Source: an optimization exercise on an open RTL-to-GDS flow (aim: small area, a short achievable clock period and few clock cycles per item). Production flows keep margins and buffers that such runs may drop. Only simulation tests tie the RTL to the original design; equivalence was not proved. Power is estimated from default activity; no workload was simulated.

<file path="flow/config.mk">
export PLATFORM = sky130hd
export DESIGN_NAME = lfp16_mcu
export DESIGN_NICKNAME = lfp16_mcu
export VERILOG_FILES = /design/flow/design.v
export SDC_FILE = /design/flow/constraint.sdc
export NUM_CORES = 4
export LEC_CHECK = 0
export CAP_MARGIN = 20
export CORE_MARGIN = 2
export CORE_UTILIZATION = 40
export SETUP_SLACK_MARGIN = 2.2
export SLEW_MARGIN = 20
</file>
<file path="flow/constraint.sdc">
create_clock -name core_clock -period 6.0 [get_ports {clk}]
set_input_delay 1.2000 -clock core_clock [delete_from_list [all_inputs] [get_ports {clk}]]
set_output_delay 1.2000 -clock core_clock [all_outputs]
set_load 0.01 [all_outputs]
</file>
<file path="flow/design.v">
module lfp16_mcu (
    input  wire        clk,
    input  wire        rst,         
    input  wire        cmd_valid,
    output wire        cmd_ready,
    input  wire [63:0] cmd,
    output reg         rsp_valid,
    input  wire        rsp_ready,
    output wire [63:0] rsp
);
    reg [3:0] cfg_f;
    reg       cfg_rmode;    
    wire [7:0]  op = cmd[63:56];
    wire [14:0] ma = cmd[14:0];
    wire [14:0] mb = cmd[46:32];
    wire        sa = cmd[15];
    wire        sb = cmd[47];
    wire [31:0] x  = cmd[31:0];
    wire z_rsv = ~|cmd[55:48];
    wire z_b   = ~|cmd[47:32];
    wire z_ahi = ~|cmd[31:16];
    wire mz_a  = ~|ma;
    wire mz_b  = ~|mb;
    wire a_zero = mz_a & ~sa;
    wire a_nar  = mz_a & sa;
    wire b_zero = z_b;
    wire b_nar  = mz_b & sb;
    wire ok_n   = z_rsv & z_b & z_ahi & a_zero;
    wire ok_u16 = z_rsv & z_b & z_ahi;
    wire ok_u32 = z_rsv & z_b;
    wire ok_b16 = z_rsv & z_ahi;
    wire hi0 = (op[7:4] == 4'h0);
    wire hi1 = (op[7:4] == 4'h1);
    wire hi2 = (op[7:4] == 4'h2);
    wire [3:0] lo = op[3:0];
    wire is_getcfg = hi0 & (lo == 4'h1);
    wire is_setf   = hi0 & (lo == 4'h2);
    wire is_setr   = hi0 & (lo == 4'h3);
    wire is_mul    = hi1 & (lo == 4'h0);
    wire is_div    = hi1 & (lo == 4'h1);
    wire is_sqr    = hi1 & (lo == 4'h2);
    wire is_sqrt   = hi1 & (lo == 4'h3);
    wire is_inv    = hi1 & (lo == 4'h4);
    wire is_neg    = hi1 & (lo == 4'h5);
    wire is_cmp    = hi2 & (lo <= 4'h4);
    wire illegal = ~(((is_mul | is_div | is_cmp) & ok_b16) |
                     ((is_sqr | is_sqrt | is_inv | is_neg) & ok_u16) |
                     (is_getcfg & ok_n) | ((is_setf | is_setr) & ok_u32));
    wire f_fmt  = ~z_ahi | (|x[15:4]) | (x[3:0] < 4'd7) | (x[3:0] > 4'd11);
    wire f_rnd  = ~z_ahi | (|x[15:1]);
    wire f_neg  = sa & ~mz_a;
    wire [2:0] fault = illegal ? 3'd4 :
                       (is_sqrt & f_neg) ? 3'd3 :
                       (is_setr & f_rnd) ? 3'd2 :
                       (is_setf & f_fmt) ? 3'd1 : 3'd0;
    wire notice  = is_setf & ~illegal & ~f_fmt;
    wire set_r   = is_setr & ~illegal & ~f_rnd;
    wire q_inv  = op[5] | op[2] | op[0];
    wire q_k    = ~op[5] & (op[1] | op[2] | ~op[4]);
    wire k_14   = q_k & ~(op[4] & op[1] & ~op[0]);         
    wire k_13   = op[4] & op[1] & op[0];                  
    wire p_m    = op[5] | (op[4] & ~op[1] & (~op[2] | op[0]));
    wire p_sqr  = op[4] & op[1] & ~op[0];
    wire p_sqrt = op[4] & op[1] & op[0];
    wire p_inv  = op[4] & op[2] & ~op[0];
    wire p_cfg  = ~op[4];
    wire r_bit  = cfg_rmode & ma[0] & ma[1];
    wire [14:0] q_val = ((mb ^ {15{q_inv}}) & {15{~q_k}}) | {k_14, k_13, 13'd0};
    wire [15:0] p_alt = ({ma, 1'b0} & {16{p_sqr}}) | ({2'b0, ma[14:1]} & {16{p_sqrt}}) |
                        ({1'b0, ~ma} & {16{p_inv}}) |
                        ({7'd0, cfg_rmode, ~cfg_f, cfg_f} & {16{p_cfg}});
    wire [15:0] p_val = p_m ? {1'b0, ma} : p_alt;
    wire        c_in  = p_sqrt ? r_bit : (q_inv & ~q_k) | p_inv;
    wire [9:0] lo_ext = {1'b0, p_val[7:0], 1'b1} + {1'b0, q_val[7:0], c_in};
    wire [8:0] t_lo   = lo_ext[9:1];            
    wire [7:0] u_hi   = p_val[15:8] + {1'b0, q_val[14:8]};
    reg k_n, s15_n;
    always @(*) begin
        k_n = 1'b1; s15_n = 1'b0;
        if (is_getcfg) begin
            k_n = 1'b0;
        end else if (is_mul) begin
            k_n = a_nar | b_nar | a_zero | b_zero;
            s15_n = a_nar | b_nar | (~a_zero & ~b_zero & (sa ^ sb));
        end else if (is_div) begin
            k_n = a_nar | b_nar | b_zero | a_zero;
            s15_n = a_nar | b_nar | b_zero | (~a_zero & (sa ^ sb));
        end else if (is_sqr | is_sqrt) begin
            k_n = mz_a;
            s15_n = a_nar;
        end else if (is_inv) begin
            k_n = mz_a;
            s15_n = mz_a | sa;
        end else if (is_neg) begin
            k_n = mz_a;
            s15_n = sa ^ ~mz_a;
        end
    end
    wire lt11 = sa & ~sb;                   
    wire eq11 = ~(sa ^ sb);
    wire lt10 = sa;                         
    wire lt0  = ~sb;                        
    reg  x11_n, x10_n, x0_n;
    always @(*) begin
        case (lo[2:0])
            3'd0:    begin x11_n = eq11;          x10_n = 1'b0;  x0_n = 1'b0; end
            3'd1:    begin x11_n = lt11 | eq11;   x10_n = lt10;  x0_n = lt0;  end
            3'd2:    begin x11_n = lt11;          x10_n = lt10;  x0_n = lt0;  end
            3'd3:    begin x11_n = ~lt11 & ~eq11; x10_n = ~lt10; x0_n = ~lt0; end
            default: begin x11_n = ~lt11;         x10_n = ~lt10; x0_n = ~lt0; end
        endcase
    end
    wire cmp_ok = is_cmp & ~a_nar & ~b_nar;
    assign cmd_ready = ~rsp_valid | rsp_ready;
    reg [8:0]  r_lo;
    reg [7:0]  r_hi;
    reg        r_k, r_s15, r_x11, r_x10, r_x0;
    reg [2:0]  r_fc;        
    always @(posedge clk) begin
        if (rst) begin
            cfg_f     <= 4'd8;
            cfg_rmode <= 1'b0;
            rsp_valid <= 1'b0;
        end else begin
            rsp_valid <= cmd_valid | (rsp_valid & ~rsp_ready);
            if (cmd_valid & cmd_ready & notice) cfg_f     <= x[3:0];
            if (cmd_valid & cmd_ready & set_r)  cfg_rmode <= x[0];
        end
        if (cmd_ready) begin
            r_lo     <= t_lo;
            r_hi     <= u_hi;
            r_k      <= k_n;
            r_s15    <= s15_n;
            r_x11    <= x11_n & cmp_ok;
            r_x10    <= x10_n & cmp_ok;
            r_x0     <= x0_n & cmp_ok;
            r_fc     <= notice ? 3'd5 : fault;
        end
    end
    wire [15:0] r_t = {r_hi + {7'd0, r_lo[8]}, r_lo[7:0]};
    wire z_hi = r_lo[8] ? (&r_hi[5:0]) : ~|r_hi[5:0];
    wire over  = r_t[15] & r_t[14];
    wire under = ~r_t[15] & ~r_t[14];
    wire z13_1 = z_hi & ~|r_lo[7:1];
    wire [14:0] m_cl;
    assign m_cl[14]   = r_t[15];
    assign m_cl[13:1] = (r_t[13:1] | {13{over}}) & {13{~under}};
    assign m_cl[0]    = r_t[0] | over | under | (~r_t[15] & z13_1);
    wire [2:0] r_fault  = {r_fc[2] & ~r_fc[0], r_fc[1], r_fc[0] & ~r_fc[2]};
    wire       r_notice = r_fc[2] & r_fc[0];
    wire live = ~r_fc[1] & ~(r_fc[2] ^ r_fc[0]);
    wire [15:0] r_res;
    assign r_res[15]   = r_s15 & live;
    assign r_res[14:1] = m_cl[14:1] & {14{~r_k & live}};
    wire eq_m = ~r_t[14] & z13_1 & ~r_t[0];           
    wire c_bit = r_t[15] ? (eq_m ? r_x11 : r_x10) : r_x0;
    assign r_res[0]    = ((m_cl[0] & ~r_k) | c_bit) & live;
    assign rsp = {28'd0, r_notice, r_fault, 16'd0, r_res};
endmodule
</file>
<file path="flow/flow/run.sh">
#!/bin/bash
# Own flow: the standard layout (standard.sh), except
#  - synthesis (flow/mysynth.tcl) maps with flow/abc.script; the registers
#    are those of the standard synthesis;
#  - every port still gets its buffer, but a plain sky130 buf_1 instead of
#    the delay cell buffer_ports picks by default;
#  - flow/opts.sh may set further options (see there).
# Each tool's output goes to a log file here (synth.log, layout.log).
set -euo pipefail
W=$(pwd)
export MY_ABC_SCRIPT="$W/flow/abc.script"
export MY_ABC_D=
export BUFFER_PORTS_ARGS="-buffer_cell sky130_fd_sc_hd__buf_1"
if [[ -f "$W/flow/opts.sh" ]]; then source "$W/flow/opts.sh"; fi
make -C "$FLOW_HOME" DESIGN_CONFIG="$W/config.mk" WORK_HOME="$W/orfs" CLKGATE_MAP_FILE= \
  SYNTH_SCRIPT="$W/flow/mysynth.tcl" synth > "$W/synth.log" 2>&1
bash standard.sh finish > "$W/layout.log" 2>&1
</file>
<file path="flow/flow/abc.script">
strash
dc2
dch -f
map -D 2000
topo
buffer -p
upsize -D 2000
dnsize -D 2000
stime -p
</file>
<file path="flow/flow/mysynth.tcl">
# The standard synthesis (synth_recipe.tcl), with only the ABC mapping call
# replaced: flow/abc.script (MY_ABC_SCRIPT) instead of the ORFS speed script,
# and, when MY_NO_FA is set, no extraction of full/half adder cells.
proc synth {args} { yosys synth -nofsm -noshare {*}$args }
proc abc {args} {
  set out {}
  set skip 0
  foreach a $args {
    if {$skip} { set skip 0; continue }
    if {$a eq "-script" || $a eq "-D"} { set skip 1; continue }
    lappend out $a
  }
  if {[info exists ::env(MY_ABC_SCRIPT)] && $::env(MY_ABC_SCRIPT) ne ""} {
    lappend out -script $::env(MY_ABC_SCRIPT)
  }
  if {[info exists ::env(MY_ABC_D)] && $::env(MY_ABC_D) ne ""} {
    lappend out -D $::env(MY_ABC_D)
  }
  puts "abc call: $out"
  yosys abc {*}$out
}
if {[info exists ::env(MY_NO_FA)] && $::env(MY_NO_FA) ne ""} { set ::env(ADDER_MAP_FILE) "" }
source $::env(SCRIPTS_DIR)/synth.tcl
# left out here: clear keep_hierarchy, flatten, clean up, hide names made inside functions, write 1_2_yosys.v
</file>
<file path="flow/flow/opts.sh">
# keep the single tie cell synthesis makes for the constant outputs
export SKIP_REPAIR_TIE_FANOUT=1
</file>
<file path="flow/standard.sh">
#!/bin/bash
# synth_recipe.tcl (not shown) runs the flow's synth.tcl, then flattens the netlist and writes it again
# the make line also repeats each setting of config.mk as NAME=value (left out here)
make -C /OpenROAD-flow-scripts/flow DESIGN_CONFIG=/design/flow/config.mk WORK_HOME=/design/flow/orfs CLKGATE_MAP_FILE= SYNTH_SCRIPT=/design/flow/synth_recipe.tcl "${@:-finish}"
</file>
==> notes.md, run 1 <==
vias in the first global route=3219; share of cells above drive strength 1=0.102; largest net degree at the start of global routing=45; hold wc startpoint=cfg_rmode$_SDFFE_PP0P_; delay-heaviest family, CP=compound AO/OA/AOI/OAI gates; Final Skew=0.00633 ns; Hold Crit Depth=2; Pwr Density=181 mW/mm²; Die Span Y=98.4 µm; crit path time final=3.63 ns; unrepaired setup endpoints after global routing=yes; setup violators final=0; drt pass-1 iters=4; post-synthesis cell count=502; grt ovf=0; drt total wl=9.54 mm; reg-to-reg endpoint=r_lo[6]$_DFFE_PN_; Clock Latency Late Sink=0.29 ns; Core Util, Final=0.456; routed len/inst=14.3 µm; Num Clock Sinks=31; number of antenna-violating nets in the routed design=0; most common cell in the netlist=inv_1; reg2reg start=cfg_f[0]$_SDFFE_PP0P_; Yosys top cell by area=edfxtp_1; Critical Path Slowest Stage Cell=fa_1; placed cell area=0.00367 mm²; H-Tree Depth=2; final std cells w/o fill=666; Async SR Flop Fraction=0; Die ar.=0.00968 mm²; Fillers=915; Synth top area share=0.211; Synth Cell Area=0.00356 mm²; Row Count=34; Root Driver=clkbuf_8; placed cell count=646; GP Congestion=0.908; Most common cell on crit path=inv_1; met3 Use GR=0.0293; IO Count=134; CTS Buf Count=5; Max-slew headroom=0.623; first-pass GRT wire length=15.0 mm; worst r2r path cells=14; status=timing/DRC/antenna clean; Primary FF master, synth=edfxtp_1; Initial Utilization=0.411; worst vdd ir=0.0905 mV; CP arrival=3.68 ns; reg2reg setup slack=3.52 ns; Worst Hold Endpoint=cfg_rmode$_SDFFE_PP0P_; layout net count=654; initial drt markers=202; MaxCap Viol Count=0; Die Span X=98.4 µm; Worst setup SP type=input pin; kind of critical path=input pin to register; final worst path period share=0.606; Power, Total=0.715 mW; worst-path cell chain=clkbuf_4 -> inv_1 -> nor2_2 -> inv_1 -> nor2_4 -> buf_4 -> nand2_1 -> a32oi_1 -> ha_2 -> inv_1 -> fa_1 -> o21ai_1 -> a21oi_1 -> o21ai_1 -> a21oi_1 -> xor2_1; CP Capture Type=register; port bufs=89; Mean Syn Cell Area=7.10 µm²; Area contributors post-synth=edfxtp_1, buf_4, ha_1, inv_1, o21ai_0; via count=3530; initial antenna violation count=0; Inserted Diodes=0; register area share after synthesis=0.244; synth unique cells=46; Setup TNS Final=0 ns; P_leak=1.64 nW; fin. max-slew vios=0; area grow syn2layout=11.1%; clock slew at reported path FFs=0.07 ns; clock tree from TritonCTS=yes; Hold Crit Class=register to register; drc violations=0; Worst-Margin Slew=0.561 ns; Yosys warnings=1; CP Data Required Time=6.04 ns; Max Fanout on Critical Path=5; most used routing layer=met2; most frequent cells after synthesis=inv_1, o21ai_0, nor2_1; number of flops mapped to enable cells by yosys=25; total nets after synthesis=598; Fmax achieved=0.275 GHz; total global-route track usage=0.190; drt via density=5.30; Hold Vio Cnt, Final=0; CP peak stage delay=0.40 ns; WP buf/inv=5; Core ar.=0.00868 mm²; GRT met2 Usage=0.332; Final HPWL DP=7.57 mm; routing usage on met1=0.239; CTS max path bufs=2; Seq cells post-synth=31; Final Cell Area=0.00396 mm²
[placed cells by master, fill, tap and decap left out, types with 2 or more instances in the layout]
cell	count
clkbuf_8	5
o21ai_1	5
clkbuf_4	3
a31oi_1	4
inv_1	69
a221oi_1	2
nor2_4	5
a21oi_2	2
buf_4	12
or4_1	6
inv_2	3
dfxtp_1	6
ha_2	2
nor2_2	5
a22oi_1	5
buf_1	84
fa_1	2
o22ai_1	12
ha_1	24
nand4_1	4
o211ai_1	2
edfxtp_1	25
xor2_1	16
nand3_1	10
clkinvlp_4	2
clkbuf_2	2
xnor2_1	4
nand2_2	2
o21bai_1	2
a211oi_1	2
nor2_1	45
nor4_1	10
nand2_1	44
o21ai_0	50
nor3_1	16
a21oi_1	38
inv_4	3
a32oi_1	3
[per-layer routing]
layer  wire (µm)  vias to the layer above
li1            -                     1799
met1        4060                     1595
met2        4640                      120
met3         631                       16
met4         216                        0
met5           0                        -
[area by class of cell]
cell class,count,area [µm²],area share
inverter,77,304,0.0768
timing repair inverter,1,5.00,0.00126
tap,108,135,0.0341
sequential,31,871,0.220
timing repair buffer,103,454,0.115
clock inverter,2,8.76,0.00221
clock buffer,5,68.8,0.0174
multi-input combinational,339,2110,0.534
[report_power, final]
part           internal [mW]  switching, mW
combinational         0.0957          0.160
sequential             0.277         0.0222
clock                 0.0772         0.0824
total                  0.450          0.265
[kinds of logic (layout without fill, tap and decap cells)]
| group | count (synthesis) | in the layout | share of synthesized area |
|---|---|---|---|
| DFF | 31 | 31 | 0.244 |
| other | 1 | 1 | 0.00105 |
| AOI/OAI and AO/OA | 136 | 136 | 0.217 |
| adders and majority gates | 28 | 28 | 0.103 |
| xor gates and xnor gates | 20 | 20 | 0.0492 |
| buffers and inverters | 132 | 188 | 0.188 |
| and+or+nand+nor | 154 | 154 | 0.198 |
[worst max path at each step]
stage          startpoint  depth (start not counted)  slack, ns                 to
4_1_cts           cmd[58]                         17       2.21  r_lo[7]$_DFFE_PN_
3_5_place_dp      cmd[60]                         16       1.27  r_lo[6]$_DFFE_PN_
2_1_floorplan     cmd[60]                         17       2.25  r_lo[7]$_DFFE_PN_
6_report          cmd[56]                         16       2.37  r_hi[6]$_DFFE_PN_
3_3_place_gp      cmd[60]                         15       1.37  r_lo[7]$_DFFE_PN_
5_1_grt           cmd[58]                         17       2.15  r_lo[7]$_DFFE_PN_
[per-stage QoR]
step                      hold WS, ns  worst slack [ns]
final                           0.511              2.37
after CTS                       0.515              2.21
after detailed placement        0.502              1.27
after floorplan                 0.443              2.25
after global placement          0.487              1.37
after global routing            0.530              2.15
[what timing repair did]
| action | CTS | global route |
|---|---|---|
| endpoints found under the setup margin | 21 | 22 |
| buffers inserted | 0 | 11 |
| cloned | 1 | 1 |
| hold buffers | 0 | 0 |
| pin swaps | 0 | 9 |
| resized for setup | 18 | 28 |
[registers in the layout, summed over array words and instances (netlist names)]
name / cells
rsp_valid: 1
r_lo: 9
r_x0: 1
r_x11: 1
r_hi: 8
r_fc: 3
r_k: 1
cfg_f: 4
r_x10: 1
r_s15: 1
cfg_rmode: 1
[worst register-to-register path, cell delays in order, from the launching register on]
cell     delay [ns]
dfxtp_1        0.34
a22oi_1        0.16
o21ai_0        0.13
nand2_1        0.08
o21a_1         0.17
inv_1          0.06
ha_1           0.29
a31oi_1        0.18
o21ai_1        0.11
a21o_1         0.17
a21oi_1        0.20
nor2_1         0.07
nand2_1        0.07
nand2_1        0.06
xor2_1         0.14
Testbench counts, summed over its fixed seeds: cycles 24,008, items 24,000.
==> run 2: changes to the inputs <==
==> flow/flow/abc.script (replaced) <==
strash
dch -f
map -D 2000
topo
buffer -p
upsize -D 2000
dnsize -D 2000
stime -p
==> notes.md, run 2 <==
status=timing/DRC/antenna clean; Initial Utilization=0.414 (+0.00359); Final HPWL DP=8.02 mm (+5.9%); drt pass-1 iters=6 (+2); reg2reg setup slack=3.68 ns (+0.16 ns); total nets after synthesis=618 (+3.3%); Max Fanout on Critical Path=8 (+3); GP Congestion=0.995 (+9.6%); Final Skew=0.00592 ns (-0.000413 ns); kind of critical path=input pin to register; Max-slew headroom=0.647 (+0.0236); Synth Cell Area=0.00361 mm² (+1.4%); CTS max path bufs=2 (unchanged); area grow syn2layout=9.91%; H-Tree Depth=2 (unchanged); synth unique cells=40 (-13%); number of antenna-violating nets in the routed design=0 (unchanged); share of cells above drive strength 1=0.0906 (-0.0116); Mean Syn Cell Area=6.92 µm² (-2.5%); Hold Buf Count CTS=0 (unchanged); Seq cells post-synth=31 (unchanged); Hold Crit Class=register to register; CP Data Required Time=6.03 ns (about the same); clock slew at reported path FFs=0.06 ns (about the same); initial antenna violation count=0 (unchanged); Area contributors post-synth=edfxtp_1, buf_4, ha_1, inv_1, o21ai_0; Worst setup SP type=input pin; worst vdd ir=0.0593 mV (-34%); IO Count=134 (unchanged); drt total wl=9.95 mm (+4.3%); first-pass GRT wire length=15.9 mm (+6.4%); CP arrival=3.65 ns (-0.03 ns); Row Count=34 (unchanged); Yosys top cell by area=edfxtp_1; Die ar.=0.00981 mm² (+1.3%); placed cell area=0.00373 mm² (+1.6%); commonest non-fill, non-tap cell in the layout=buf_1; setup ws final=2.37 ns (+0.00649 ns); total global-route track usage=0.199 (+0.00905); clock tree from TritonCTS=yes; Hold Vio Cnt, Final=0 (unchanged); layout net count=670 (+2.4%); Place WS=1.56 ns (+0.286 ns); Num Clock Sinks=31 (unchanged); setup violators final=0 (unchanged); unrepaired setup endpoints after global routing=yes; port bufs=89 (unchanged); final worst path period share=0.605 (-0.00108); vias in the first global route=3329 (+3.4%); post-synthesis cell count=522 (+4.0%); most frequent cells after synthesis=inv_1, nor2_1, o21ai_0; MaxCap Viol Count=0 (unchanged); drc violations=0 (unchanged); drt via density=5.40 (+1.9%); Top reg by flops=r_lo; largest net degree at the start of global routing=45 (unchanged); CTS Buf Count=5 (unchanged); Worst-Margin Slew=0.526 ns (-0.0348 ns); P_leak=1.60 nW (-2.5%); Yosys warnings=1 (unchanged); max FFs per register=9 (unchanged); biggest regs=r_lo: 9 flops, r_hi: 8 flops, cfg_f: 4 flops; Reg area=871 µm² (unchanged); Multi-input gate area=0.00215 mm² (+1.9%); crit path time final=3.63 ns (-0.00649 ns); Die Span Y=99.0 µm (+0.66%); Final Cell Area=0.00397 mm² (+0.28%); Fillers=928 (+1.4%); Synth top area share=0.208 (-0.00285); register area share after synthesis=0.241 (-0.00330); routed len/inst=14.6 µm (+1.8%); grt ovf=0 (unchanged); CP Capture Type=register; Fmax achieved=0.276 GHz (+0.18%); Clock Latency Late Sink=0.28 ns (about the same); initial drt markers=248 (+23%); Setup TNS Final=0 ns (unchanged); Root Driver=clkbuf_8; Pwr Density=182 mW/mm² (+0.78%); Inserted Diodes=0 (unchanged); fin. max-slew vios=0 (unchanged); commonest non-fill, non-tap cells in the layout=buf_1, inv_1, nor2_1, o21ai_0, nand2_1; number of flops mapped to enable cells by yosys=25 (unchanged); via count=3682 (+4.3%); Power, Total=0.723 mW (+1.1%); Core ar.=0.00872 mm² (+0.49%); most common cell in the netlist=inv_1; Die Span X=99.0 µm (+0.66%); Async SR Flop Fraction=0 (unchanged); Primary FF master, synth=edfxtp_1
-- run 2: power by group --
part	switching, mW	internal (mW)
registers	0.0213	0.277
clock network	0.0739	0.0770
logic	0.174	0.0993
-- run 2: metal layers --
metal  track usage  vias to the layer above  routed length, µm
li1              -                     1847                  -
met1         0.275                     1677               4390
met2         0.328                      140               4750
met3        0.0248                       18                614
met4        0.0527                        0                198
met5             0                        -                  0
-- run 2: timing repair --
action	4_1_cts	5_1_grt
pin swaps	0	4
resized for setup	14	28
setup endpoints to repair	15	20
cloned	1	1
setup buffers	0	7
-- run 2: critical path, stage by stage --
cell and delay (ns):
buf_2 0.18, inv_1 0.11, nor2_4 0.17, inv_1 0.09, nor2_4 0.20, a22oi_1 0.10, o211ai_1 0.10, o21ai_1 0.15
fa_1 0.48, o21ai_1 0.22, a21oi_1 0.10, o21bai_1 0.20, a21o_1 0.14, a21oi_1 0.07, xor2_1 0.14
-- run 2: worst paths after layout --
| check | cells after the start | start | endpoint |
|---|---|---|---|
| max reg2reg | 10 | cfg_f[0]$_SDFFE_PP0P_ | r_lo[7]$_DFFE_PN_ |
| min | 2 | cfg_f[2]$_SDFFE_PP0P_ | cfg_f[2]$_SDFFE_PP0P_ |
| max | 15 | cmd[56] | r_lo[7]$_DFFE_PN_ |
| min reg2reg | 2 | cfg_f[2]$_SDFFE_PP0P_ | cfg_f[2]$_SDFFE_PP0P_ |
-- run 2: metrics by stage --
| stage | utilization | hold slack [ns] | std cells |
|---|---|---|---|
| 3_3_place_gp | 0.427 | 0.487 | 666 |
| 4_1_cts | 0.441 | 0.491 | 674 |
| 3_5_place_dp | 0.427 | 0.481 | 666 |
| 2_1_floorplan | - | 0.452 | 522 |
| 5_1_grt | 0.455 | 0.531 | 682 |
| 6_report | 0.455 | 0.487 | 682 |
-- run 2: cells by family (layout without fill, tap and decap cells) --
group,Yosys count,count (layout),share of synthesized area
muxes,1,1,0.00277
buffers and inverters,134,186,0.187
adders and majority gates,28,28,0.101
and+or+nand+nor,175,175,0.211
DFF,31,31,0.241
other,1,1,0.00104
AOI/OAI and AO/OA,135,135,0.214
xor gates and xnor gates,17,17,0.0412
-- run 2: area by class of cell --
cell class | instances | share of cell area
Tap cell | 108 | 0.0340
Timing Repair Buffer | 100 | 0.107
Inverter | 78 | 0.0756
Sequential cell | 31 | 0.219
Clock inverter | 2 | 0.00221
Multi-Input combinational cell | 357 | 0.542
Timing Repair inverter | 1 | 0.00189
Clock buffer | 5 | 0.0173
==> run 3: changes to the inputs <==
==> flow/flow/abc.script (replaced) <==
strash
&get -n
&st
&syn2
&dch -f
&nf -p
&put
topo
buffer -p
upsize -D 2000
dnsize -D 2000
stime -p
==> notes.md, run 3 <==
Setup TNS Final=0 ns (unchanged); clock network fraction of design power=0.201 (-0.008); Comb pwr share=0.397 (+0.018); Initial Utilization=0.415 (+0.000417); Fmax achieved=0.270 GHz (-2.0%); Mean Syn Cell Area=7.75 µm² (+12%); clock tree from TritonCTS=yes; clock slew at reported path FFs=0.07 ns (about the same); Row Count=34 (unchanged); status=timing/DRC/antenna clean; Core Util, Final=0.481 (+0.0255); Hold Buf Count CTS=0 (unchanged); Core ar.=0.00876 mm² (+0.49%); Die ar.=0.00986 mm² (+0.57%); Final HPWL DP=7.28 mm (-9.3%); CP Capture Type=register; vias in the first global route=3280 (-1.5%); Area contributors post-synth=edfxtp_1, buf_4, ha_1, nor2_1, a21oi_1; area grow syn2layout=15.9%; commonest non-fill, non-tap cells in the layout=buf_1, nor2_1, a21oi_1, buf_4, edfxtp_1; largest net degree at the start of global routing=45 (unchanged); first-pass GRT wire length=15.4 mm (-3.1%); kind of critical path=input pin to register; GRT met2 Usage=0.323 (-0.00520); Root Driver=clkbuf_8; total nets after synthesis=565 (-8.6%); CTS max path bufs=2 (unchanged); biggest regs=r_lo: 9 flops, r_hi: 8 flops, cfg_f: 4 flops; crit path time final=3.70 ns (+0.0751 ns); Async SR Flop Fraction=0 (unchanged); number of antenna-violating nets in the routed design=0 (unchanged); Seq cells post-synth=31 (unchanged); register area share after synthesis=0.240 (-0.00141); Worst-Margin Slew=0.984 ns (+0.458 ns); Sequential Power Share=0.402 (-0.010); most common cell in the netlist=nor2_1; Worst setup SP type=input pin; Hold Crit Class=register to register; placed cell area=0.00377 mm² (+1.0%); Switch Pwr=0.285 mW (+5.7%); most frequent cells after synthesis=nor2_1, buf_4, a21oi_1; port bufs=89 (unchanged); Max-slew headroom=0.339 (-0.308); Die Span X=99.3 µm (+0.28%); worst vdd ir=0.0813 mV (+37%); layout net count=628 (-6.3%); Int Power=0.494 mW (+9.0%); unrepaired setup endpoints after global routing=yes; Yosys top cell by area=edfxtp_1; drt via density=5.59 (+3.6%); synth unique cells=54 (+35%); Max Fanout on Critical Path=5 (-3); routed len/inst=14.8 µm (+1.4%); Inserted Diodes=0 (unchanged); grt ovf=0 (unchanged); P_leak=1.58 nW (-1.5%); CTS Buf Count=5 (unchanged); Top reg by flops=r_lo; CP Data Required Time=6.18 ns (+0.15 ns); final worst path period share=0.617 (+0.0125); Num Clock Sinks=31 (unchanged); Clock Latency Late Sink=0.28 ns (about the same); drt pass-1 iters=6 (unchanged); initial drt markers=219 (-12%); Synth Cell Area=0.00363 mm² (+0.59%); Final Skew=0.00590 ns (-0.0000168 ns); most used routing layer=met2; IO Count=134 (unchanged); max FFs per register=9 (unchanged); Die Span Y=99.3 µm (+0.28%); CP arrival=3.88 ns (+0.23 ns); post-synthesis cell count=469 (-10%); Primary FF master, synth=edfxtp_1; sw frac=0.366 (-0.00709); Hold Vio Cnt, Final=0 (unchanged); share of cells above drive strength 1=0.133 (+0.0426); MaxCap Viol Count=0 (unchanged); drc violations=0 (unchanged); number of flops mapped to enable cells by yosys=25 (unchanged); met3 Use GR=0.0239 (-0.000930); total global-route track usage=0.191 (-0.00799); initial antenna violation count=0 (unchanged); setup violators final=0 (unchanged); GP Congestion=0.918 (-7.8%); Yosys warnings=1 (unchanged); via count=3586 (-2.6%); routing usage on met1=0.255 (-0.0196); Final Cell Area=0.00421 mm² (+6.1%); Synth top area share=0.207 (-0.00122); Pwr Density=185 mW/mm² (+1.6%); Fillers=889 (-4.2%); fin. max-slew vios=0 (unchanged); commonest non-fill, non-tap cell in the layout=buf_1; hold slack=0.487 ns (+0.000539 ns); drt total wl=9.48 mm (-4.7%); H-Tree Depth=2 (unchanged)
## run 3: final timing paths
| kind | startpoint | end | slack, ns | cells past startpoint |
|---|---|---|---|---|
| worst max-delay path | cmd[11] | cfg_f[3]$_SDFFE_PP1P_ | 2.30 | 11 |
| worst min-delay path | cfg_rmode$_SDFFE_PP0P_ | cfg_rmode$_SDFFE_PP0P_ | 0.49 | 2 |
| worst max register to register | cfg_f[1]$_SDFFE_PP0P_ | r_lo[8]$_DFFE_PN_ | 3.74 | 8 |
| worst min register to register | cfg_rmode$_SDFFE_PP0P_ | cfg_rmode$_SDFFE_PP0P_ | 0.49 | 2 |
## run 3: cell type report
cell class / count / area, µm² / area share
inverters: 26 / 105 / 0.0249
repair buffers: 118 / 576 / 0.137
flip-flops and latches: 31 / 871 / 0.207
clock inverters: 1 / 5.00 / 0.00119
well taps: 108 / 135 / 0.0321
multi-input cells: 350 / 2440 / 0.580
clock buffers: 7 / 76.3 / 0.0181
## run 3: timing repair
item,in CTS,in global routing
setup buffers,16,10
pin swaps,7,6
endpoints found under the setup margin,19,26
resized for setup,15,27
## run 3: power by group through the flow
| stage | registers [mW] | logic (mW) | clock network [mW] |
|---|---|---|---|
| floorplan | 0.307 | 0.225 | 0 |
| global placement | 0.314 | 0.270 | 0 |
| detailed placement | 0.316 | 0.274 | 0 |
| CTS | 0.312 | 0.286 | 0.160 |
| global route | 0.318 | 0.351 | 0.169 |
| finish | 0.313 | 0.310 | 0.156 |
## run 3: stage by stage
stage / setup WS [ns] / power, mW / cells
2_1_floorplan: 2.19 / 0.532 / 469
3_3_place_gp: 1.44 / 0.584 / 607
3_5_place_dp: 1.27 / 0.589 / 607
4_1_cts: 2.20 / 0.758 / 631
5_1_grt: 2.20 / 0.838 / 641
6_report: 2.30 / 0.779 / 641
## run 3: cells by family after synthesis
group           Yosys count  synth area share
simple gates            174             0.232
compound gates          114             0.208
buf+inv                  88             0.139
xor+xnor                 33            0.0795
flops                    31             0.240
fa+ha+maj                28             0.101
other cells               1           0.00103
## run 3: routing by layer
layer	part of all wire	routed length (µm)	vias to the layer above
li1	-	-	1787
met1	0.44	4220	1668
met2	0.49	4610	120
met3	0.055	518	11
met4	0.014	135	0
met5	0	0	-
## run 3: critical path, cell delays in order
cell and delay [ns]:
clkbuf_2 0.14, nor4_2 0.34, nand2_1 0.12, or4_4 0.44
or3_4 0.37, inv_2 0.09, ha_4 0.15, nor4b_4 0.21
o21ai_2 0.14, a211o_1 0.37, a211o_1 0.30
==> run 4: changes to the inputs <==
==> flow/flow/abc.script (replaced) <==
strash
dc2
dch -f
map -D 1500
topo
buffer -p
upsize -D 1500
dnsize -D 1500
stime -p
==> notes.md, run 4 <==
CTS max path bufs=2 (unchanged); Hold Vio Cnt, Final=0 (unchanged); area grow syn2layout=10.0%; P_leak=1.71 nW (+8.0%); Worst setup SP type=register; commonest non-fill, non-tap cells in the layout=buf_1, inv_1, o21ai_0, nor2_1, nand2_1; biggest regs=r_lo: 9 flops, r_hi: 8 flops, cfg_f: 4 flops; fin. max-slew vios=0 (unchanged); Hold Buf Count CTS=0 (unchanged); GP Congestion=0.985 (+7.3%); Power, Total=0.762 mW (-2.2%); CP Capture Type=primary output; setup ws final=2.35 ns (+0.0509 ns); total nets after synthesis=606 (+7.3%); Max Fanout on Critical Path=13 (+8); via count=3509 (-2.1%); met3 Use GR=0.0239 (unchanged); reg-to-reg endpoint=r_lo[7]$_DFFE_PN_; drt pass-1 iters=5 (-1); Area contributors post-synth=edfxtp_1, buf_4, ha_1, o21ai_0, inv_1; clock slew at reported path FFs=0.08 ns (about the same); final std cells w/o fill=667 (+4.1%); hold wc startpoint=cfg_f[0]$_SDFFE_PP0P_; grt ovf=0 (unchanged); Fmax achieved=0.274 GHz (+1.4%); kind of critical path=register to primary output; Seq cells post-synth=31 (unchanged); placed cell area=0.00373 mm² (-0.86%); worst r2r path cells=14 (+6); initial antenna violation count=0 (unchanged); H-Tree Depth=2 (unchanged); Worst Hold Endpoint=cfg_f[0]$_SDFFE_PP0P_; Num Clock Sinks=31 (unchanged); number of flops mapped to enable cells by yosys=25 (unchanged); port bufs=89 (unchanged); setup violators final=0 (unchanged); Mean Syn Cell Area=7.15 µm² (-7.8%); most used routing layer=met2; Clock Latency Late Sink=0.29 ns (about the same); Final Skew=0.00966 ns (+0.00375 ns); Die Span Y=99.5 µm (+0.15%); layout net count=654 (+4.1%); worst-path cell chain=ha_2 -> ha_1 -> nand3_1 -> nor2_2 -> xor2_2 -> nor2_1 -> or3_4 -> a21oi_1 -> buf_1; most frequent cells after synthesis=inv_1, o21ai_0, nor2_1; number of antenna-violating nets in the routed design=0 (unchanged); delay-heaviest family, CP=simple AND/OR/NAND/NOR gates; max FFs per register=9 (unchanged); Yosys warnings=1 (unchanged); clock tree from TritonCTS=yes; IO Count=134 (unchanged); Synth Cell Area=0.00364 mm² (+0.31%); Synth top area share=0.206 (-0.000638); crit path time final=3.65 ns (-0.0509 ns); routed len/inst=13.8 µm (-6.4%); CP Data Required Time=4.80 ns (-1.38 ns); CP peak stage delay=0.41 ns (-0.03 ns); final worst path period share=0.609 (-0.00848); reg2reg setup slack=3.61 ns (-0.13 ns); drt total wl=9.23 mm (-2.6%); Die Span X=99.5 µm (+0.15%); worst vdd ir=0.102 mV (+25%); Primary FF master, synth=edfxtp_1; Place WS=1.42 ns (+0.150 ns); CP arrival=2.45 ns (-1.43 ns); MaxCap Viol Count=0 (unchanged); unrepaired setup endpoints after global routing=yes; GRT met2 Usage=0.286 (-0.0374); Top reg by flops=r_lo; share of cells above drive strength 1=0.107 (-0.0259); Yosys top cell by area=edfxtp_1; reg2reg start=cfg_f[1]$_SDFFE_PP0P_; Root Driver=clkbuf_8; Row Count=34 (unchanged); CTS Buf Count=5 (unchanged); register area share after synthesis=0.239 (-0.000740); Initial Utilization=0.416 (+0.00129); post-synthesis cell count=510 (+8.7%); synth unique cells=53 (-1.9%); largest net degree at the start of global routing=45 (unchanged); routing usage on met1=0.252 (-0.00295); total global-route track usage=0.178 (-0.0128); placed cell count=652 (+7.4%); Core ar.=0.00876 mm² (unchanged); WP buf/inv=1 (-1); Inserted Diodes=0 (unchanged); drt via density=5.26 (-6.0%); first-pass GRT wire length=14.2 mm (-7.6%); Async SR Flop Fraction=0 (unchanged); initial drt markers=199 (-9.1%); Final Cell Area=0.00401 mm² (-4.8%); Final HPWL DP=7.32 mm (+0.53%); status=timing/DRC/antenna clean; vias in the first global route=3101 (-5.5%); drc violations=0 (unchanged); Pwr Density=190 mW/mm² (+2.7%); Hold Crit Depth=2 (unchanged); Hold Crit Class=register to register; commonest non-fill, non-tap cell in the layout=buf_1; Die ar.=0.00989 mm² (+0.29%); Critical Path Slowest Stage Cell=or3_4; most common cell in the netlist=inv_1; Setup TNS Final=0 ns (unchanged)
-- run 4: worst max-delay path by stage --
| stage | start | end | slack (ns) | cells past startpoint |
|---|---|---|---|---|
| 2_1_floorplan | cmd[60] | r_lo[7]$_DFFE_PN_ | 2.27 | 18 |
| 3_3_place_gp | cmd[60] | r_lo[7]$_DFFE_PN_ | 1.54 | 15 |
| 3_5_place_dp | cmd[60] | r_lo[7]$_DFFE_PN_ | 1.42 | 15 |
| 4_1_cts | cmd[58] | r_hi[7]$_DFFE_PN_ | 2.20 | 18 |
| 5_1_grt | cmd[60] | r_lo[7]$_DFFE_PN_ | 2.16 | 17 |
| 6_report | r_hi[0]$_DFFE_PN_ | rsp[12] | 2.35 | 9 |
-- run 4: per-layer routing --
metal  vias to the layer above  share of wire
met4                         0          0.014
met3                        18          0.064
met5                         -              0
met1                      1552           0.47
li1                       1796              -
met2                       143           0.46
-- run 4: timing repair --
action                     4_1_cts  5_1_grt
pin swaps                        0        4
setup endpoints to repair       24       21
buffers inserted                 0        6
resized for setup                7       32
cloned                           0        1
-- run 4: cell type report --
class / instances / area [µm²]
Clock buffer: 5 / 68.8
Clock inverter: 3 / 38.8
Fill cell: 895 / 4750
Inverter: 79 / 297
Multi-Input combinational cell: 343 / 2190
Sequential cell: 31 / 871
Tap cell: 108 / 135
Timing Repair Buffer: 98 / 409
-- run 4: tightest hold or removal path, delay by kind of cell (launching register included) --
family	cells	cell delay [ns]
AOI/OAI and AO/OA	1	0.05
and+or+nand+nor	1	0.07
DFF	1	0.33
-- run 4: cell families after synthesis --
logic type                 synth area share
DFF                                   0.239
other                               0.00103
AOI/OAI and AO/OA                     0.218
adders and majority gates             0.100
and+or+nand+nor                       0.207
buffers and inverters                 0.190
xor gates and xnor gates             0.0457
-- run 4: power by group --
part	total, mW	internal (mW)	switching (mW)
clock	0.209	0.122	0.0876
sequential	0.299	0.275	0.0240
combinational	0.253	0.0926	0.160
-- run 4: through the flow --
stage / util / hold slack (ns)
after floorplan: - / 0.443
after global placement: 0.426 / 0.473
after detailed placement: 0.426 / 0.483
after CTS: 0.441 / 0.495
after global routing: 0.458 / 0.534
final: 0.458 / 0.493
==> run 5: changes to the inputs <==
==> flow/flow/abc.script (replaced) <==
strash
dc2
dch -f
map -D 2500
topo
buffer -p
upsize -D 2500
dnsize -D 2500
stime -p
==> notes.md, run 5 <==
status=timing/DRC/antenna clean; CTS max path bufs=2 (unchanged); Switch Pwr=0.262 mW (-3.6%); number of flops mapped to enable cells by yosys=25 (unchanged); commonest non-fill, non-tap cells in the layout=buf_1, inv_1, o21ai_0, nor2_1, nand2_1; clock slew at reported path FFs=0.07 ns (about the same); max FFs per register=9 (unchanged); Final Skew=0.0126 ns (+0.00299 ns); Clock Latency Late Sink=0.29 ns (about the same); routed len/inst=14.0 µm (+1.4%); drt via density=5.32 (+1.1%); GP Congestion=0.964 (-2.1%); Row Count=34 (unchanged); CTS Buf Count=5 (unchanged); synth unique cells=40 (-25%); number of antenna-violating nets in the routed design=0 (unchanged); clock tree from TritonCTS=yes; Mean Syn Cell Area=7.06 µm² (-1.2%); Top reg by flops=r_lo; Sequential Power Share=0.423 (+0.030); vias in the first global route=3357 (+8.3%); Fmax achieved=0.276 GHz (+0.70%); Inserted Diodes=0 (unchanged); worst vdd ir=0.0701 mV (-31%); P_leak=1.65 nW (-3.0%); crit path time final=3.63 ns (-0.0254 ns); Met1 Wirelength=4.01 mm (-6.8%); most frequent cells after synthesis=inv_1, o21ai_0, nor2_1; register area share after synthesis=0.246 (+0.00683); H-Tree Depth=2 (unchanged); Hold Vio Cnt, Final=0 (unchanged); total nets after synthesis=598 (-1.3%); Worst-Margin Slew=0.492 ns; Fillers=920 (+2.8%); Yosys warnings=1 (unchanged); via count=3552 (+1.2%); first-pass GRT wire length=15.5 mm (+8.5%); Initial Utilization=0.410 (-0.00559); drt pass-1 iters=6 (+1); Synth top area share=0.212 (+0.00589); sw frac=0.369 (+0.0118); setup violators final=0 (unchanged); Int Power=0.449 mW (-8.4%); Yosys top cell by area=edfxtp_1; drt total wl=9.37 mm (+1.5%); Seq cells post-synth=31 (unchanged); Final HPWL DP=7.64 mm (+4.4%); final worst path period share=0.604 (-0.00424); MaxCap Viol Count=0 (unchanged); unrepaired setup endpoints after global routing=yes; Core ar.=0.00864 mm² (-1.5%); Comb pwr share=0.364 (+0.032); placed cell count=647 (-0.77%); IO Count=134 (unchanged); Primary FF master, synth=edfxtp_1; length of routed met3 wiring=579 µm (-2.7%); area grow syn2layout=12.0%; grt ovf=0 (unchanged); kind of critical path=input pin to register; layout net count=656 (+0.31%); Pwr Density=179 mW/mm² (-5.7%); share of cells above drive strength 1=0.0982 (-0.00912); Top Layer Used=met4; initial antenna violation count=0 (unchanged); CP Data Required Time=6.03 ns (+1.23 ns); Num Clock Sinks=31 (unchanged); Root Driver=clkbuf_8; Die Span Y=98.1 µm (-1.3%); post-synthesis cell count=502 (-1.6%); largest net degree at the start of global routing=45 (unchanged); Synth Cell Area=0.00354 mm² (-2.8%); clock network fraction of design power=0.213 (-0.062); most common cell in the netlist=inv_1; fin. max-slew vios=0 (unchanged); CP arrival=3.66 ns (+1.21 ns); Worst setup SP type=input pin; biggest regs=r_lo: 9 flops, r_hi: 8 flops, cfg_f: 4 flops; Die ar.=0.00963 mm² (-2.7%); Area contributors post-synth=edfxtp_1, buf_4, ha_1, inv_1, o21ai_0; CP Capture Type=register; port bufs=89 (unchanged); commonest non-fill, non-tap cell in the layout=buf_1; total global-route track usage=0.195 (+0.0171); drc violations=0 (unchanged); Max-slew headroom=0.669; initial drt markers=212 (+6.5%); Die Span X=98.1 µm (-1.3%); final std cells w/o fill=668 (+0.15%); Async SR Flop Fraction=0 (unchanged); Max Fanout on Critical Path=10 (-3); Routed met2 length=4.67 mm (+11%); Setup TNS Final=0 ns (unchanged); Hold Crit Class=register to register
[run 5: cell count changes in the layout (fill, tap and decap cells not counted), moves of 3 or more]
cell,delta
o22ai_1,-3
xor2_1,+3
a32oi_1,+3
buf_4,+10
o21ai_0,-6
inv_2,-6
nor3_1,+3
nand2_1,+6
or4_1,+5
[run 5: timing repair]
item                                    4_1_cts  5_1_grt
hold buffers                                  0        0
gates cloned                                  1        0
pin swaps                                     2        6
buffers inserted                              3       10
endpoints found under the setup margin       18       17
gates resized for setup                      14       28
[run 5: logic make-up after synthesis]
family | synth area share
compound gates | 0.218
xor+xnor | 0.0494
fa+ha+maj | 0.103
buf+inv | 0.189
flops | 0.246
other cells | 0.00106
simple gates | 0.194
[run 5: worst max-delay path, cell delays in order]
cell	delay [ns]
clkbuf_4	0.17
inv_1	0.07
nor2_1	0.15
inv_1	0.13
nor2_4	0.25
inv_4	0.10
o22ai_1	0.11
o21ai_0	0.09
o21ai_1	0.12
ha_1	0.28
inv_1	0.09
o21ai_2	0.06
a21oi_2	0.16
o21bai_1	0.10
a21oi_2	0.16
nor2_1	0.05
o21ai_0	0.14
nand2_1	0.08
xor2_1	0.15
[run 5: layer usage]
layer,GRT usage,up-vias
li1,-,1798
met1,0.252,1618
met2,0.344,125
met3,0.0243,11
met4,0.0513,0
met5,0,-
[run 5: per-stage QoR]
step	setup WS (ns)	total power, mW	hold WS [ns]	area [µm²]	util
after floorplan	2.23	0.487	0.445	3560	-
after global placement	1.58	0.536	0.480	3670	0.425
after detailed placement	1.45	0.542	0.479	3670	0.425
after CTS	2.21	0.702	0.491	3830	0.443
after global routing	2.15	0.766	0.522	3970	0.459
final	2.37	0.711	0.492	3970	0.459
[run 5: worst paths after layout]
kind                                            start               endpoint  slack [ns]  depth (start not counted)
worst max-delay path                          cmd[56]      r_lo[7]$_DFFE_PN_        2.37                         19
worst max register to register  cfg_f[0]$_SDFFE_PP0P_      r_lo[6]$_DFFE_PN_        3.58                         14
worst min register to register  cfg_f[0]$_SDFFE_PP0P_  cfg_f[0]$_SDFFE_PP0P_        0.49                          2
worst min-delay path            cfg_f[0]$_SDFFE_PP0P_  cfg_f[0]$_SDFFE_PP0P_        0.49                          2
[run 5: cell type report]
type / instances / area, µm² / share of cell area
clock buffer: 5 / 68.8 / 0.0173
clock inverter: 2 / 8.76 / 0.00221
inverter: 77 / 304 / 0.0766
multi-input combinational: 339 / 2110 / 0.532
sequential: 31 / 871 / 0.219
tap: 108 / 135 / 0.0341
timing repair buffer: 105 / 463 / 0.117
timing repair inverter: 1 / 5.00 / 0.00126
[run 5: power groups by stage]
stage / Combinational (mW) / Sequential [mW] / Clock [mW]
after floorplan: 0.188 / 0.299 / 0
after global placement: 0.230 / 0.305 / 0
after detailed placement: 0.236 / 0.306 / 0
after CTS: 0.245 / 0.301 / 0.156
after global routing: 0.293 / 0.307 / 0.166
final: 0.259 / 0.301 / 0.152
==> run 6: changes to the inputs <==
==> flow/flow/abc.script (replaced) <==
strash
dc2
dch -f
map -D 1800
topo
buffer -p
upsize -D 1800
dnsize -D 1800
stime -p
==> notes.md, run 6 <==
Hold Crit Depth=2 (unchanged); most frequent cells after synthesis=inv_1, o21ai_0, nor2_1; kind of critical path=input pin to register; worst r2r path cells=14 (unchanged); Max-slew headroom=0.663 (-0.00609); post-synthesis cell count=502 (unchanged); total nets after synthesis=598 (unchanged); Root Driver=clkbuf_8; register area share after synthesis=0.242 (-0.00334); clock slew at reported path FFs=0.08 ns (about the same); hold wc startpoint=cfg_f[0]$_SDFFE_PP0P_; P_leak=1.68 nW (+1.8%); placed cell area=0.00370 mm² (+0.78%); IO Count=134 (unchanged); Die Span X=98.8 µm (+0.66%); Clock Latency Late Sink=0.30 ns (about the same); Core Util, Final=0.461 (+0.00126); CP Data Required Time=6.05 ns (+0.02 ns); Synth top area share=0.209 (-0.00288); CP arrival=3.67 ns (about the same); Primary FF master, synth=edfxtp_1; hold slack=0.497 ns (+0.00424 ns); Setup TNS Final=0 ns (unchanged); Top reg by flops=r_lo; worst vdd ir=0.0782 mV (+12%); layout net count=653 (-0.46%); CTS max path bufs=2 (unchanged); via count=3536 (-0.45%); Pwr Density=195 mW/mm² (+9.0%); number of antenna-violating nets in the routed design=0 (unchanged); clock tree from TritonCTS=yes; Die Span Y=98.8 µm (+0.66%); status=timing/DRC/antenna clean; CP peak stage delay=0.39 ns (+0.11 ns); setup violators final=0 (unchanged); vias in the first global route=3232 (-3.7%); drt pass-1 iters=5 (-1); most common cell in the netlist=inv_1; drt via density=5.31 (-0.15%); number of flops mapped to enable cells by yosys=25 (unchanged); initial drt markers=179 (-16%); largest net degree at the start of global routing=45 (unchanged); Hold Vio Cnt, Final=0 (unchanged); biggest regs=r_lo: 9 flops, r_hi: 8 flops, cfg_f: 4 flops; Worst setup SP type=input pin; Final HPWL DP=7.76 mm (+1.5%); routed len/inst=14.3 µm (+1.9%); MaxCap Viol Count=0 (unchanged); Max Fanout on Critical Path=12 (+2); fin. max-slew vios=0 (unchanged); Async SR Flop Fraction=0 (unchanged); Power, Total=0.784 mW (+10%); Worst-Margin Slew=0.500 ns (+0.00734 ns); H-Tree Depth=2 (unchanged); max FFs per register=9 (unchanged); Seq cells post-synth=31 (unchanged); Critical Path Slowest Stage Cell=fa_1; initial antenna violation count=0 (unchanged); final worst path period share=0.603 (-0.00104); port bufs=89 (unchanged); Num Clock Sinks=31 (unchanged); Yosys warnings=1 (unchanged); Die ar.=0.00975 mm² (+1.3%); drt total wl=9.53 mm (+1.6%); Inserted Diodes=0 (unchanged); Yosys top cell by area=edfxtp_1; worst-path cell chain=buf_2 -> inv_2 -> nor2_2 -> nand2_2 -> inv_2 -> nand2_1 -> a32oi_1 -> ha_1 -> inv_1 -> fa_1 -> o21ai_0 -> a21oi_1 -> o21ai_0 -> a21oi_1 -> xor2_1; GP Congestion=0.964 (about the same); unrepaired setup endpoints after global routing=yes; CP Capture Type=register; reg2reg start=cfg_f[0]$_SDFFE_PP0P_; CTS Buf Count=5 (unchanged); Initial Utilization=0.412 (+0.00159); crit path time final=3.62 ns (-0.00622 ns); Final Cell Area=0.00402 mm² (+1.3%); Fmax achieved=0.276 GHz (+0.17%); commonest non-fill, non-tap cells in the layout=buf_1, inv_1, o21ai_0, nand2_1, nor2_1; Hold Crit Class=register to register; Row Count=34 (unchanged); first-pass GRT wire length=15.3 mm (-1.2%); share of cells above drive strength 1=0.115 (+0.0165); commonest non-fill, non-tap cell in the layout=buf_1; crit path from=cmd[58]; synth unique cells=48 (+20%); grt ovf=0 (unchanged); drc violations=0 (unchanged); Synth Cell Area=0.00359 mm² (+1.4%); Final Skew=0.0152 ns (+0.00258 ns); Area contributors post-synth=edfxtp_1, buf_4, ha_1, inv_1, o21ai_0; Mean Syn Cell Area=7.16 µm² (+1.4%); area grow syn2layout=11.8%; Core ar.=0.00872 mm² (+0.99%); total global-route track usage=0.190 (-0.00541)
[run 6: area by class of cell]
| type | count | area [µm²] |
|---|---|---|
| clock buffer | 6 | 82.6 |
| clock inverter | 2 | 35.0 |
| fill | 901 | 4700 |
| inverter | 77 | 294 |
| multi-input combinational | 339 | 2140 |
| sequential | 31 | 871 |
| tap | 108 | 135 |
| timing repair buffer | 103 | 458 |
[run 6: worst max-delay path, delay by kind of cell]
kind | cells | cell delay [ns]
AO/OA/AOI/OAI | 5 | 0.81
adder cells (fa/ha/maj) | 2 | 0.62
buffers and inverters | 4 | 0.46
AND/OR/NAND/NOR | 3 | 0.41
XOR/XNOR | 1 | 0.15
[run 6: through the flow]
stage / instances / setup WS [ns]
2_1_floorplan: 502 / 2.25
3_3_place_gp: 647 / 1.33
3_5_place_dp: 647 / 1.30
4_1_cts: 657 / 2.19
5_1_grt: 666 / 2.19
6_report: 666 / 2.38
[run 6: logic make-up after synthesis]
kind of cell,after synthesis,share of synthesized area
and+or+nand+nor,154,0.204
other,1,0.00104
buffers and inverters,132,0.187
DFF,31,0.242
AOI/OAI and AO/OA,136,0.215
xor gates and xnor gates,20,0.0488
adders and majority gates,28,0.102
[run 6: final timing paths]
kind,end,slack [ns]
setup / recovery,r_hi[6]$_DFFE_PN_,2.38
hold / removal,cfg_f[0]$_SDFFE_PP0P_,0.50
setup reg to reg,r_lo[6]$_DFFE_PN_,3.60
hold reg to reg,cfg_f[0]$_SDFFE_PP0P_,0.50
[run 6: repair_timing]
item / 4_1_cts / 5_1_grt
hold buffers: 0 / 0
pin swaps: 1 / 6
setup endpoints to repair: 17 / 18
setup buffers: 2 / 9
resized for setup: 15 / 24
[run 6: power by group]
group	switching (mW)	internal [mW]
sequential	0.0261	0.278
clock	0.0873	0.134
combinational	0.163	0.0961
[run 6: metal layers]
metal,wire length [µm],track usage,part of all wire
met5,0,0,0
met4,39,0.0253,0.0041
met3,614,0.0262,0.064
met2,4620,0.333,0.49
met1,4250,0.255,0.45
==> run 7: changes to the inputs <==
==> flow/flow/abc.script (replaced) <==
strash
dc2
dch -f
map -D 2000
topo
buffer -p
upsize -D 2000
dnsize -D 2000
stime -p
--- a/flow/config.mk
+++ b/flow/config.mk
@@ -7,6 +7,6 @@
 export LEC_CHECK = 0
 export CAP_MARGIN = 20
 export CORE_MARGIN = 2
-export CORE_UTILIZATION = 40
+export CORE_UTILIZATION = 50
 export SETUP_SLACK_MARGIN = 2.2
 export SLEW_MARGIN = 20
==> notes.md, run 7 <==
largest net degree at the start of global routing=45 (unchanged); total global-route track usage=0.240 (+0.0507); commonest non-fill, non-tap cell in the layout=buf_1; hold slack=0.498 ns (+0.00110 ns); Post-Synth Adder-Cell Area=0.103 (+0.000821); Root Driver=clkbuf_8; clock tree from TritonCTS=yes; Top reg by flops=r_lo; port bufs=89 (unchanged); Max Fanout on Critical Path=13 (+1); Synth Cell Area=0.00356 mm² (-0.80%); via count=3608 (+2.0%); status=timing/DRC/antenna clean; drt total wl=9.44 mm (-0.89%); register area share after synthesis=0.244 (+0.00196); Hold Crit Class=register to register; MaxCap Viol Count=0 (unchanged); compound-gate portion of the synthesized area=0.217 (+0.00174); Final Skew=0.00416 ns (-0.0111 ns); Worst setup SP type=register; drc violations=0 (unchanged); max FFs per register=9 (unchanged); CTS Buf Count=5 (unchanged); Synth Area in XOR/XNOR=0.0492 (+0.000394); Pwr Density=182 mW/mm² (-6.6%); synth unique cells=46 (-4.2%); Yosys warnings=1 (unchanged); Initial Utilization=0.522 (+0.110); Place WS=1.44 ns (+0.135 ns); simple-gate share of the synthesized area=0.198 (-0.00538); Hold Vio Cnt, Final=0 (unchanged); Primary FF master, synth=edfxtp_1; Synth top area share=0.211 (+0.00169); Num Clock Sinks=31 (unchanged); biggest regs=r_lo: 9 flops, r_hi: 8 flops, cfg_f: 4 flops; reg2reg setup slack=3.57 ns (-0.03 ns); clock slew at reported path FFs=0.07 ns (about the same); Row Count=30 (-12%); Mean Syn Cell Area=7.10 µm² (-0.80%); Seq cells post-synth=31 (unchanged); share of cells above drive strength 1=0.104 (-0.0106); Yosys top cell by area=edfxtp_1; H-Tree Depth=2 (unchanged); initial drt markers=269 (+50%); Clock Latency Late Sink=0.29 ns (about the same); fin. max-slew vios=0 (unchanged); CP Capture Type=primary output; P_leak=1.68 nW (-0.45%); number of flops mapped to enable cells by yosys=25 (unchanged); Die Span Y=88.4 µm (-10%); Async SR Flop Fraction=0 (unchanged); CP arrival=2.44 ns (-1.23 ns); Inserted Diodes=0 (unchanged); largest family of logic cells by synthesized area=compound AO/OA/AOI/OAI gates; final worst path period share=0.606 (+0.00248); Worst-Margin Slew=0.518 ns (+0.0182 ns); number of antenna-violating nets in the routed design=0 (unchanged); Max-slew headroom=0.652 (-0.0104); unrepaired setup endpoints after global routing=no; IO Count=134 (unchanged); post-synthesis cell count=502 (unchanged); drt via density=5.44 (+2.5%); Final HPWL DP=7.40 mm (-4.6%); mux cell area share after synthesis=0 (unchanged); CP Data Required Time=4.80 ns (-1.25 ns); drt pass-1 iters=5 (unchanged); worst vdd ir=0.0757 mV (-3.2%); Core ar.=0.00683 mm² (-22%); most frequent cells after synthesis=inv_1, o21ai_0, nor2_1; Die Span X=88.4 µm (-10%); routed len/inst=14.2 µm (-0.44%); crit path time final=3.64 ns (+0.0149 ns); Die ar.=0.00782 mm² (-20%); area grow syn2layout=11.9% (about the same); Fmax achieved=0.275 GHz (-0.41%); setup ws final=2.36 ns (-0.0149 ns); total nets after synthesis=598 (unchanged); layout net count=662 (+1.4%); initial antenna violation count=0 (unchanged); commonest non-fill, non-tap cells in the layout=buf_1, inv_1, o21ai_0, nor2_1, nand2_1; grt ovf=0 (unchanged); first-pass GRT wire length=14.7 mm (-4.1%); most common cell in the netlist=inv_1; kind of critical path=register to primary output; Setup TNS Final=0 ns (unchanged); vias in the first global route=3193 (-1.2%); Area contributors post-synth=edfxtp_1, buf_4, ha_1, inv_1, o21ai_0; setup violators final=0 (unchanged); GP Congestion=0.895 (-7.2%); CTS max path bufs=2 (unchanged)
run 7: worst paths after layout:
path,cells after the start,to,from
min,2,cfg_f[0]$_SDFFE_PP0P_,cfg_f[0]$_SDFFE_PP0P_
min reg2reg,2,cfg_f[0]$_SDFFE_PP0P_,cfg_f[0]$_SDFFE_PP0P_
max,9,rsp[7],r_hi[0]$_DFFE_PN_
max reg2reg,14,r_lo[6]$_DFFE_PN_,cfg_f[0]$_SDFFE_PP0P_
run 7: timing repair:
action,in CTS,in global routing
hold buffers,0,0
resized for setup,9,28
endpoints found under the setup margin,17,23
setup buffers,1,18
pin swaps,1,6
cloned,0,1
run 7: cells by family after synthesis:
logic type               count (synthesis)
adder cells (fa/ha/maj)                 28
other                                    1
XOR/XNOR                                20
flip-flops                              31
buffers and inverters                  132
AND/OR/NAND/NOR                        154
AO/OA/AOI/OAI                          136
run 7: worst max-delay path, cell delays in order (launching register included):
cell	delay (ns)
edfxtp_1	0.38
ha_2	0.22
ha_1	0.19
nand3_1	0.12
nor2_1	0.14
xor2_1	0.25
nor2_1	0.10
or3_4	0.42
a21oi_1	0.16
buf_1	0.17
run 7: metal layers:
layer / vias up / GRT usage / share of wire
met2: 158 / 0.401 / 0.46
met5: - / 0 / 0
li1: 1808 / - / -
met4: 0 / 0.0647 / 0.010
met1: 1632 / 0.329 / 0.46
met3: 10 / 0.0317 / 0.072
run 7: per-stage QoR:
stage                     total power [mW]  instance area [µm²]  std cells   util
after CTS                            0.704                 3780        644  0.553
after global routing                 0.772                 3990        663  0.584
after floorplan                      0.487                 3570        502      -
after detailed placement             0.537                 3660        635  0.536
final                                0.727                 3990        663  0.584
after global placement               0.532                 3660        635  0.536
run 7: final cells by class:
cell class,instances,area (µm²)
tap,96,120
timing repair buffer,111,505
sequential,31,871
timing repair inverter,1,5.00
inverter,77,305
clock inverter,3,15.0
clock buffer,5,68.8
multi-input combinational,339,2100
fill,708,2840
run 7: report_power, final:
group | switching [mW] | leakage (nW) | internal, mW | total, mW
logic | 0.162 | 1.33 | 0.0974 | 0.259
registers | 0.0249 | 0.312 | 0.277 | 0.302
clock network | 0.0869 | 0.0392 | 0.0788 | 0.166
==> run 8: changes to the inputs <==
--- a/flow/config.mk
+++ b/flow/config.mk
@@ -7,6 +7,6 @@
 export LEC_CHECK = 0
 export CAP_MARGIN = 20
 export CORE_MARGIN = 2
-export CORE_UTILIZATION = 50
-export SETUP_SLACK_MARGIN = 2.2
+export CORE_UTILIZATION = 40
+export SETUP_SLACK_MARGIN = 2.1
 export SLEW_MARGIN = 20
==> notes.md, run 8 <==
status=timing/DRC/antenna clean; IO Count=134 (unchanged); area grow syn2layout=9.38%; biggest regs=r_lo: 9 flops, r_hi: 8 flops, cfg_f: 4 flops; reg2reg setup slack=3.52 ns (-0.05 ns); CTS Buf Count=5 (unchanged); crit path time final=3.68 ns (+0.0434 ns); Final Cell Area=0.00390 mm² (-2.3%); total nets after synthesis=598 (unchanged); share of cells above drive strength 1=0.0708 (-0.0333); post-synthesis cell count=502 (unchanged); commonest non-fill, non-tap cell in the layout=buf_1; port bufs=89 (unchanged); via count=3438 (-4.7%); Fillers=902 (+27%); fin. max-slew vios=0 (unchanged); Final HPWL DP=7.39 mm (-0.11%); Power, Total=0.744 mW (+2.4%); reg-to-reg endpoint=r_lo[6]$_DFFE_PN_; Async SR Flop Fraction=0 (unchanged); Row Count=34 (+13%); total global-route track usage=0.186 (-0.0539); Area contributors post-synth=edfxtp_1, buf_4, ha_1, inv_1, o21ai_0; crit path from=cmd[60]; P_leak=1.62 nW (-3.7%); kind of critical path=input pin to register; GP Congestion=0.901 (+0.66%); vias in the first global route=3237 (+1.4%); Yosys top cell by area=edfxtp_1; Final Skew=0.00983 ns (+0.00567 ns); CP Data Required Time=6.03 ns (+1.23 ns); Mean Syn Cell Area=7.10 µm² (unchanged); initial antenna violation count=0 (unchanged); Inserted Diodes=0 (unchanged); Num Clock Sinks=31 (unchanged); hold wc startpoint=cfg_f[0]$_SDFFE_PP0P_; reg2reg start=cfg_f[0]$_SDFFE_PP0P_; Pwr Density=191 mW/mm² (+4.8%); Hold Crit Depth=2 (unchanged); sw frac=0.346 (-0.0303); drt via density=5.22 (-4.1%); Max Fanout on Critical Path=10 (-3); hold slack=0.494 ns (-0.00316 ns); MaxCap Viol Count=0 (unchanged); most frequent cells after synthesis=inv_1, o21ai_0, nor2_1; CTS max path bufs=2 (unchanged); Yosys warnings=1 (unchanged); worst r2r path cells=14 (unchanged); CP Capture Type=register; Worst Hold Endpoint=cfg_f[0]$_SDFFE_PP0P_; Setup TNS Final=0 ns (unchanged); Synth top area share=0.211 (unchanged); clock tree from TritonCTS=yes; Die Span X=98.4 µm (+11%); setup violators final=0 (unchanged); final std cells w/o fill=659 (-0.60%); Fmax achieved=0.272 GHz (-1.2%); most common cell in the netlist=inv_1; max FFs per register=9 (unchanged); Max-slew headroom=0.565 (-0.0870); routed len/inst=14.0 µm (-1.7%); final worst path period share=0.613 (+0.00724); drt total wl=9.23 mm (-2.2%); synth unique cells=46 (unchanged); Worst-Margin Slew=0.646 ns (+0.128 ns); Clock Latency Late Sink=0.28 ns (about the same); Die Span Y=98.4 µm (+11%); Root Driver=clkbuf_8; Hold Crit Class=register to register; worst vdd ir=0.0883 mV (+17%); clock network fraction of design power=0.268 (+0.040); Switch Pwr=0.257 mW (-5.9%); Die ar.=0.00968 mm² (+24%); Core ar.=0.00868 mm² (+27%); placed cell area=0.00367 mm² (+0.14%); Comb pwr share=0.327 (-0.029); Top reg by flops=r_lo; clock slew at reported path FFs=0.07 ns (about the same); grt ovf=0 (unchanged); Synth Cell Area=0.00356 mm² (unchanged); first-pass GRT wire length=14.8 mm (+1.3%); H-Tree Depth=2 (unchanged); drc violations=0 (unchanged); Multi-input gate area=0.00209 mm² (-0.24%); Initial Utilization=0.411 (-0.111); Sequential Power Share=0.404 (-0.012); commonest non-fill, non-tap cells in the layout=buf_1, inv_1, o21ai_0, nor2_1, nand2_1; drt pass-1 iters=4 (-1); largest net degree at the start of global routing=45 (unchanged); register area share after synthesis=0.244 (unchanged); Reg area=871 µm² (unchanged); number of flops mapped to enable cells by yosys=25 (unchanged); unrepaired setup endpoints after global routing=yes; Hold Vio Cnt, Final=0 (unchanged); Primary FF master, synth=edfxtp_1; layout net count=646 (-2.4%); placed cell count=646 (+1.7%); Seq cells post-synth=31 (unchanged); Worst setup SP type=input pin; Int Power=0.487 mW (+7.4%); CP arrival=3.71 ns (+1.27 ns); number of antenna-violating nets in the routed design=0 (unchanged); initial drt markers=141 (-48%)
-- run 8: layout make-up --
| class | count | share of cell area |
|---|---|---|
| Multi-Input combinational cell | 339 | 0.537 |
| Clock buffer | 5 | 0.0177 |
| Sequential cell | 31 | 0.223 |
| Timing Repair Buffer | 95 | 0.0989 |
| Clock inverter | 3 | 0.00995 |
| Inverter | 77 | 0.0774 |
| Timing Repair inverter | 1 | 0.00128 |
| Tap cell | 108 | 0.0347 |
-- run 8: cell families (layout without fill, tap and decap cells) --
family,Yosys count,in the layout,synth area share
AOI/OAI and AO/OA,136,136,0.217
xor gates and xnor gates,20,20,0.0492
other,1,1,0.00105
and+or+nand+nor,154,154,0.198
buffers and inverters,132,181,0.188
adders and majority gates,28,28,0.103
DFF,31,31,0.244
-- run 8: power groups by stage --
stage / Clock [mW] / Combinational (mW) / Sequential, mW
final: 0.200 / 0.244 / 0.301
after detailed placement: 0 / 0.228 / 0.305
after global routing: 0.216 / 0.277 / 0.307
after floorplan: 0 / 0.187 / 0.299
after CTS: 0.205 / 0.235 / 0.301
after global placement: 0 / 0.226 / 0.305
-- run 8: timing repair --
item | 4_1_cts | 5_1_grt
gates cloned | 0 | 1
setup buffers | 1 | 3
pin swaps | 1 | 2
resized for setup | 14 | 16
hold buffers | 0 | 0
endpoints found under the setup margin | 16 | 16
-- run 8: worst max-delay path: stages --
cell	delay, ns
clkbuf_4	0.21
clkinvlp_4	0.19
buf_4	0.19
a22oi_1	0.18
o21ai_0	0.13
nand2_1	0.07
o21a_1	0.17
inv_1	0.06
ha_1	0.29
a31oi_1	0.18
o21ai_1	0.11
a21o_1	0.16
a21oi_1	0.22
nor2_1	0.07
nand2_1	0.08
nand2_1	0.06
xor2_1	0.14
-- run 8: per-stage QoR --
stage,setup slack (ns),utilization
3_5_place_dp,1.09,0.423
5_1_grt,2.05,0.449
2_1_floorplan,2.14,-
4_1_cts,2.13,0.440
3_3_place_gp,1.13,0.423
6_report,2.32,0.449
-- run 8: per-layer routing --
layer,wire length [µm],share of wire,GRT usage,vias to the layer above
met5,0,0,0,-
met4,201,0.022,0.0537,0
met3,549,0.059,0.0336,10
met2,4380,0.47,0.324,133
met1,4100,0.44,0.237,1518
li1,-,-,-,1777
-- run 8: worst max path at each step --
stage	end	slack, ns	cells past startpoint
6_report	r_lo[6]$_DFFE_PN_	2.32	17
3_3_place_gp	r_lo[7]$_DFFE_PN_	1.13	17
3_5_place_dp	r_lo[6]$_DFFE_PN_	1.09	16
5_1_grt	r_lo[7]$_DFFE_PN_	2.05	18
2_1_floorplan	r_lo[7]$_DFFE_PN_	2.14	17
4_1_cts	r_lo[7]$_DFFE_PN_	2.13	15

[static timing again, ports no longer ideal]
The results above use ideal ports. As a check the final layouts listed here were re-extracted and re-timed, cells and wires unchanged.
Step 1 sets driving cells, clkbuf_16 on the clock port and buf_2 on the other inputs (assumed; they add their load-dependent delay and slew).
Step 2 also shifts input and output timing later by t, the mid clock arrival at the registers, as if the neighbouring blocks saw the same clock.
Slacks: no drivers / after step 1 / after step 2; pairs: no drivers / after step 1.
run | shift t [ns] | setup WS [ns]
run 1 | 0.312 | 2.366 / 2.374 / 2.062
run 2 | 0.305 | 2.372 / 2.380 / 2.075
run 3 | 0.312 | 2.297 / 2.307 / 1.995
run 4 | 0.312 | 2.348 / 2.319 / 2.124
run 5 | 0.310 | 2.374 / 2.342 / 2.073
run 6 | 0.317 | 2.380 / 2.366 / 2.067
run 7 | 0.319 | 2.365 / 2.334 / 2.064
run 8 | 0.307 | 2.321 / 2.322 / 2.014
After both steps setup and hold are still met in every run listed.
